What follows belongs to an exercise in optimizing a design on an open flow for small area, a short achievable clock period and few clock cycles per item; a production flow would make more cautious choices. The RTL was checked by simulation tests, not by an equivalence proof against the original design. Power is estimated from default activity; no workload was simulated.

`design/flow/constraint.sdc`:
```
create_clock -name core_clock -period 6.5 [get_ports {clk}]
set_input_delay 1.3000 -clock core_clock [delete_from_list [all_inputs] [get_ports {clk}]]
set_output_delay 1.3000 -clock core_clock [all_outputs]
set_load 0.01 [all_outputs]
```
`design/flow/design.v`:
```
module huf_decode (
    input  wire        clk,
    input  wire        rst,
    input  wire        start,
    input  wire [15:0] tree_base,
    input  wire [15:0] tree_len,
    input  wire [15:0] blob_base,
    input  wire [15:0] blob_len,
    input  wire [19:0] start_bit,
    input  wire [15:0] nsym,
    output wire        ready,
    output wire        mem_req,
    output wire [15:0] mem_addr,
    input  wire        mem_gnt,
    input  wire        mem_rvalid,
    input  wire [15:0] mem_rdata,
    output wire        out_valid,
    output wire [7:0]  out_data,
    input  wire        out_ready,
    output wire        done,
    output wire [1:0]  done_err,
    output wire [19:0] done_info
);
    localparam [1:0] ERR_NONE       = 2'd0;
    localparam [1:0] ERR_BITSTREAM  = 2'd1;
    localparam [1:0] ERR_TREE_INDEX = 2'd2;
    localparam [3:0] S_IDLE    = 4'd0;
    localparam [3:0] S_FETCH   = 4'd1;    
    localparam [3:0] S_STEP    = 4'd2;    
    localparam [3:0] S_CHILD   = 4'd3;    
    localparam [3:0] S_LEAF    = 4'd4;    
    localparam [3:0] S_PAYLOAD = 4'd5;    
    localparam [3:0] S_MREQ    = 4'd6;    
    localparam [3:0] S_MRSP    = 4'd7;    
    localparam [3:0] S_DONE    = 4'd8;
    reg [3:0]  state;
    reg [3:0]  ret_state;      
    reg [15:0] r_tree_base, r_tree_len, r_blob_base, r_blob_len;
    reg [19:0] p;              
    reg [18:0] tp;             
    reg [15:0] remaining;      
    reg [15:0] word;           
    reg [15:0] word_idx;       
    reg        word_ok;
    reg [15:0] rdata;          
    reg [15:0] addr;
    reg [1:0]  err;
    reg [19:0] info;
    wire [15:0] w        = p[19:4];
    wire [16:0] w_end    = {w, 1'b0} + 17'd2;             
    wire        w_oob    = w_end > {1'b0, r_blob_len};
    wire        cur_bit  = word[p[3:0]];
    wire [19:0] o        = {1'b0, tp} + {18'd0, cur_bit, 1'b0};
    wire        o_oob    = (o + 20'd2) > {4'd0, r_tree_len};
    wire [18:0] tp_child = {rdata, 2'b00} + {2'b00, rdata, 1'b0};   
    wire        c_oob    = ({1'b0, tp_child} + 20'd2) > {4'd0, r_tree_len};
    wire        pl_oob   = ({1'b0, tp} + 20'd3) > {4'd0, r_tree_len};
    always @(posedge clk) begin
        if (rst) begin
            state <= S_IDLE;
            ret_state <= S_IDLE;
            word_ok <= 1'b0;
        end else begin
            case (state)
                S_IDLE: begin
                    if (start) begin
                        r_tree_base <= tree_base;
                        r_tree_len  <= tree_len;
                        r_blob_base <= blob_base;
                        r_blob_len  <= blob_len;
                        p           <= start_bit;
                        tp          <= 19'd0;
                        remaining   <= nsym;
                        word_ok     <= 1'b0;
                        if (nsym == 16'd0) begin
                            err   <= ERR_NONE;
                            info  <= start_bit;
                            state <= S_DONE;
                        end else begin
                            state <= S_FETCH;
                        end
                    end
                end
                S_FETCH: begin
                    if (w_oob) begin
                        err   <= ERR_BITSTREAM;
                        info  <= p;
                        state <= S_DONE;
                    end else if (word_ok && word_idx == w) begin
                        state <= S_STEP;
                    end else begin
                        addr      <= r_blob_base + {w[14:0], 1'b0};
                        ret_state <= S_FETCH;
                        word_idx  <= w;
                        state     <= S_MREQ;
                    end
                end
                S_STEP: begin
                    p <= p + 20'd1;
                    if (o_oob) begin
                        err   <= ERR_TREE_INDEX;
                        info  <= o;
                        state <= S_DONE;
                    end else begin
                        addr      <= r_tree_base + o[15:0];
                        ret_state <= S_CHILD;
                        state     <= S_MREQ;
                    end
                end
                S_CHILD: begin
                    tp <= tp_child;
                    if (c_oob) begin
                        err   <= ERR_TREE_INDEX;
                        info  <= {1'b0, tp_child};
                        state <= S_DONE;
                    end else begin
                        addr      <= r_tree_base + tp_child[15:0];
                        ret_state <= S_LEAF;
                        state     <= S_MREQ;
                    end
                end
                S_LEAF: begin
                    if (rdata != 16'd0) begin
                        state <= S_FETCH;             
                    end else if (pl_oob) begin
                        err   <= ERR_TREE_INDEX;
                        info  <= {1'b0, tp} + 20'd2;
                        state <= S_DONE;
                    end else begin
                        addr      <= r_tree_base + tp[15:0] + 16'd2;
                        ret_state <= S_PAYLOAD;
                        state     <= S_MREQ;
                    end
                end
                S_PAYLOAD: begin
                    if (out_ready) begin
                        tp        <= 19'd0;
                        remaining <= remaining - 16'd1;
                        if (remaining == 16'd1) begin
                            err   <= ERR_NONE;
                            info  <= p;
                            state <= S_DONE;
                        end else begin
                            state <= S_FETCH;
                        end
                    end
                end
                S_MREQ: begin
                    if (mem_gnt)
                        state <= S_MRSP;
                end
                S_MRSP: begin
                    if (mem_rvalid) begin
                        rdata <= mem_rdata;
                        if (ret_state == S_FETCH) begin
                            word    <= mem_rdata;
                            word_ok <= 1'b1;
                        end
                        state <= ret_state;
                    end
                end
                S_DONE: begin
                    state <= S_IDLE;
                end
                default: state <= S_IDLE;
            endcase
        end
    end
    assign ready     = (state == S_IDLE);
    assign mem_req   = (state == S_MREQ);
    assign mem_addr  = addr;
    assign out_valid = (state == S_PAYLOAD);
    assign out_data  = rdata[7:0];
    assign done      = (state == S_DONE);
    assign done_err  = err;
    assign done_info = info;
endmodule
```
`design/flow/config.mk`:
```
export PLATFORM = sky130hd
export DESIGN_NAME = huf_decode
export DESIGN_NICKNAME = huf_decode
export VERILOG_FILES = /design/flow/design.v
export SDC_FILE = /design/flow/constraint.sdc
export NUM_CORES = 4
export LEC_CHECK = 0
export CAP_MARGIN = 20
export CORE_MARGIN = 2
export CORE_UTILIZATION = 40
export SLEW_MARGIN = 20
```
`design/flow/run.sh`:
```
#!/bin/bash
# synth_recipe.tcl (not shown) runs the flow's synth.tcl, then flattens the netlist and writes it again
# the make line also repeats each setting of config.mk as NAME=value (left out here)
make -C /OpenROAD-flow-scripts/flow DESIGN_CONFIG=/design/flow/config.mk WORK_HOME=/design/flow/orfs CLKGATE_MAP_FILE= SYNTH_SCRIPT=/design/flow/synth_recipe.tcl finish
```
==> run summary <==
* Run status: complete, no violations
* Clock skew at 0.0102 ns
* Ys flop type: edfxtp_1
* Ys Warns at 1
* Clock Latency Late Sink at 0.55 ns
* Post-route setup slack at 0.428 ns
* Area leader, netlist: edfxtp_1
* Wire per inst at 21.5 um
* Initial antenna violation count at 0
* Critical-path cell list: mux4_2 -> mux4_2 -> ha_2 -> ha_1 -> or2_0 -> o32ai_1 -> o221ai_1 -> nor4_1 -> buf_4 -> nand3_1 -> xor2_1 -> ha_1 -> a21oi_1 -> o21ai_0 -> a2111oi_2 -> a21oi_1 -> or3_1 -> nor2_1 -> a221oi_2 -> and3_1 -> buf_4
* Startpoint types: flop
* Hold WS at 0.530 ns
* Critical Path AT at 6.34 ns
* Distinct cells, synth at 84
* Cells after Synth at around 1500
* Crit Path Max Fanout at 22
* Die Y at 199 um
* Place WS at 0.249 ns
* Drt first pass iters at 5
* FF/Latch Area at between 6000 and 7000 sq um
* Min Tclk post-route at 6.07 ns
* Root Driver: clkbuf_16
* Async S/R FF share, synth at 0%
* First-pass GRT wire length at 70.7 mm
* GP Congestion at around 0.90
* Largest net degree at the start of global routing at 42
* CTS sink cnt at 212
* Std-Cell Rows at between 70 and 80
* H-tree level count at 1
* Synth-to-Final Area Change at 21.3%
* Post-Syn Area at 15100 sq um
* Slowest CP cell: mux4_2
* RSZ-0062 raised after global routing: no
* Top routing layer in use: met4
* Met2 WL at about 23 mm
* Starting Density at 40.4%
* Post-synth EDFFs at 204
* Synth top area share at 40.5%
* Area of the multi-input gates at ~8300 sq um
* Post-CTS Hold Fix Bufs at 0
* Maximum vdd ir drop at 0.211 mV
* Violation count after the first detailed-route iteration at approximately 960
* Clock-pin slew on the worst setup and hold paths at 0.06 ns
* # fillers at 3487
* Top Ports at 172
* Relative slew slack at 27.7%
* # port buffers at roughly 170
* Fmax at 165 MHz
* Ranking of synthesized cells by area: edfxtp_1, ha_1, xnor2_1
* Final net count at 1950
* CTS tree: done
* Delay of the slowest critical-path stage at 0.56 ns
* Num CTS Buffers at 26
* Met1 wire length at 20.7 mm
* # diodes at 0
* Critical Path Sink Type: flop
* Maxcap violations at 0
* Setup CP Type: flop to flop
* Final Power at around 6.1 mW
* Setup TNS Final at 0 ns
* Post-synthesis sequential area ratio at 41.5%
* Layout cells sized above 1 at 6.55%
* Remaining antenna violation count at 0
* Congestion Overflow GR at 0
* Seq cells post-synth at 212
* Crit path buf inv count at 2
* DIE WIDTH at just under 200 um
* Synthesized area per cell at 9.99 sq um
* Final WL at 47.4 mm
* Req. time, crit path at 6.77 ns
* Max clock buf depth at 3
* HPWL after detailed placement at approximately 36 mm
* WL met3 at 2.75 mm
* Global-route usage over all layers at 23.9%
* Hold Crit Class: flop to flop
* Core Util, Final at 48.9%
* Vias per cell at 5.63
* Critical path's top delay family: simple AND/OR/NAND/NOR gates
* Slew of the pin with the lowest slew margin at 1.08 ns
* Vias in the first global route at 12012
* Via count at 12413
* Cell Pwr Density at 333 nW/um^2
* Die area at 39400 sq um
* Leak at 6.92 nW
* Core Region at 37500 sq um
* Final Slew Violations at 0
* Fin crit share at 93.4%
* Setup Viol. Count Final at 0
* Syn Nets at roughly 1800
* Final hold vios at 0
* DRC errors left at 0
-- power by group --
group          leakage (nW)  internal (mW)  switching, mW
clock                 0.434          0.918          0.598
sequential             1.95           1.85          0.271
combinational          4.54           1.05           1.41
-- worst reg2reg max path, delay by kind of cell, from the launching register on --
family | cells | cell delay [ns]
AND/OR/NAND/NOR | 6 | 1.40
multiplexers | 2 | 1.10
buffers and inverters | 2 | 0.42
XOR/XNOR | 1 | 0.18
flip-flops | 1 | 0.51
adder cells (fa/ha/maj) | 3 | 0.81
AO/OA/AOI/OAI | 7 | 1.36
-- registers in the layout, indices dropped and copies added, names as in the netlist --
signal       cells
info            20
p               20
tp              18
addr            16
r_blob_base     16
r_blob_len      16
r_tree_base     16
r_tree_len      16
rdata           16
remaining       16
word            16
word_idx        16
state            4
ret_state        3
err              2
word_ok          1
-- area by class of cell --
cell class                 instances  area share, %
multi-input combinational       1149           45.1
clock buffer                      30           3.74
tap                              511           3.48
timing repair buffer             199           10.5
inverter                          87           1.78
sequential                       212           34.3
clock inverter                    18           1.10
-- path summary, 6_finish.rpt --
check               start      endpoint  slack [ns]  cells past startpoint
max                  p[0]       info[9]        0.43                     21
min          ret_state[2]  ret_state[2]        0.53                      2
max reg2reg          p[0]       info[9]        0.43                     21
min reg2reg  ret_state[2]  ret_state[2]        0.53                      2
-- logic make-up (layout without fill, tap and decap cells) --
| group | Yosys count | count (layout) | synth area share, % |
|---|---|---|---|
| AOI/OAI and AO/OA | 316 | 316 | 13.9 |
| xor gates and xnor gates | 164 | 164 | 9.49 |
| adders and majority gates | 153 | 153 | 12.8 |
| buffers and inverters | 153 | 334 | 4.13 |
| DFF | 212 | 212 | 41.5 |
| muxes | 18 | 18 | 1.60 |
| and+or+nand+nor | 498 | 498 | 16.5 |
-- layout by cell type (no fill, tap or decap), drive strengths merged, types with 13 or more instances in the layout --
cell type and instances:
a21o 14, a21oi 70, a221oi 14, buf 28, clkbuf 30, clkdlybuf4s50 171, edfxtp 204, ha 149
inv 90, mux2i 13, nand2 121, nand2b 16, nand3 50, nand4 33, nor2 134, nor3 33
nor4 23, o21ai 88, xnor2 100, xor2 64
-- synth_stat cells, types with 15 or more instances --
master    instances
o21ai_0          84
nand3_1          49
nor4_1           22
xor2_1           64
nand2b_1         15
inv_1            87
a21oi_1          68
nor3_1           32
edfxtp_1        204
clkbuf_1         43
ha_1            149
nand2_1         121
xnor2_1         100
nor2_1          134
nand4_1          32
-- per-stage QoR --
step	area (sq um)	cells
2_1_floorplan	15100	1514
3_3_place_gp	17400	2157
3_5_place_dp	17400	2157
4_1_cts	18300	2205
5_1_grt	18300	2206
6_report	18300	2206
-- routing by layer --
metal  vias to the layer above  global-route usage, %
met5                         -                      0
li1                       5934                      -
met3                        63                   3.17
met1                      6006                   31.7
met4                         0                   6.72
met2                       410                   40.8
-- what timing repair did --
| item | CTS | global route |
|---|---|---|
| hold endpoints to repair | 0 | 0 |
| setup buffers | 0 | 1 |
| setup endpoints to repair | 0 | 40 |
| resized for setup | 0 | 5 |
Testbench counts, summed over its fixed seeds: cycles 241,933, items 5,993.

==> separate check: timing with driven ports <==
The results above use ideal ports. As a check the final layout listed here was re-extracted and re-timed, cells and wires unchanged. Step 1 sets driving cells, clkbuf_16 on the clock port and buf_2 on the other inputs (assumed; they add their load-dependent delay and slew). Step 2 adds t to the input delays and takes it off the output delays; t is the mean of the earliest and latest rising clock arrival at the registers after step 1. Input paths then give back, and output paths get back, about the clock's delay inside the block. Three values: ideal, step 1, step 2; two values: the first two.
t, ns: 0.598
setup WS [ns]: 0.428 / 0.428 / 0.428
worst data-port slew with drivers (ns): 0.05
After both steps setup and hold are still met in this run. The setup slack of this run moves by 0.000 ns with the drivers and by 0.000 ns with both steps.
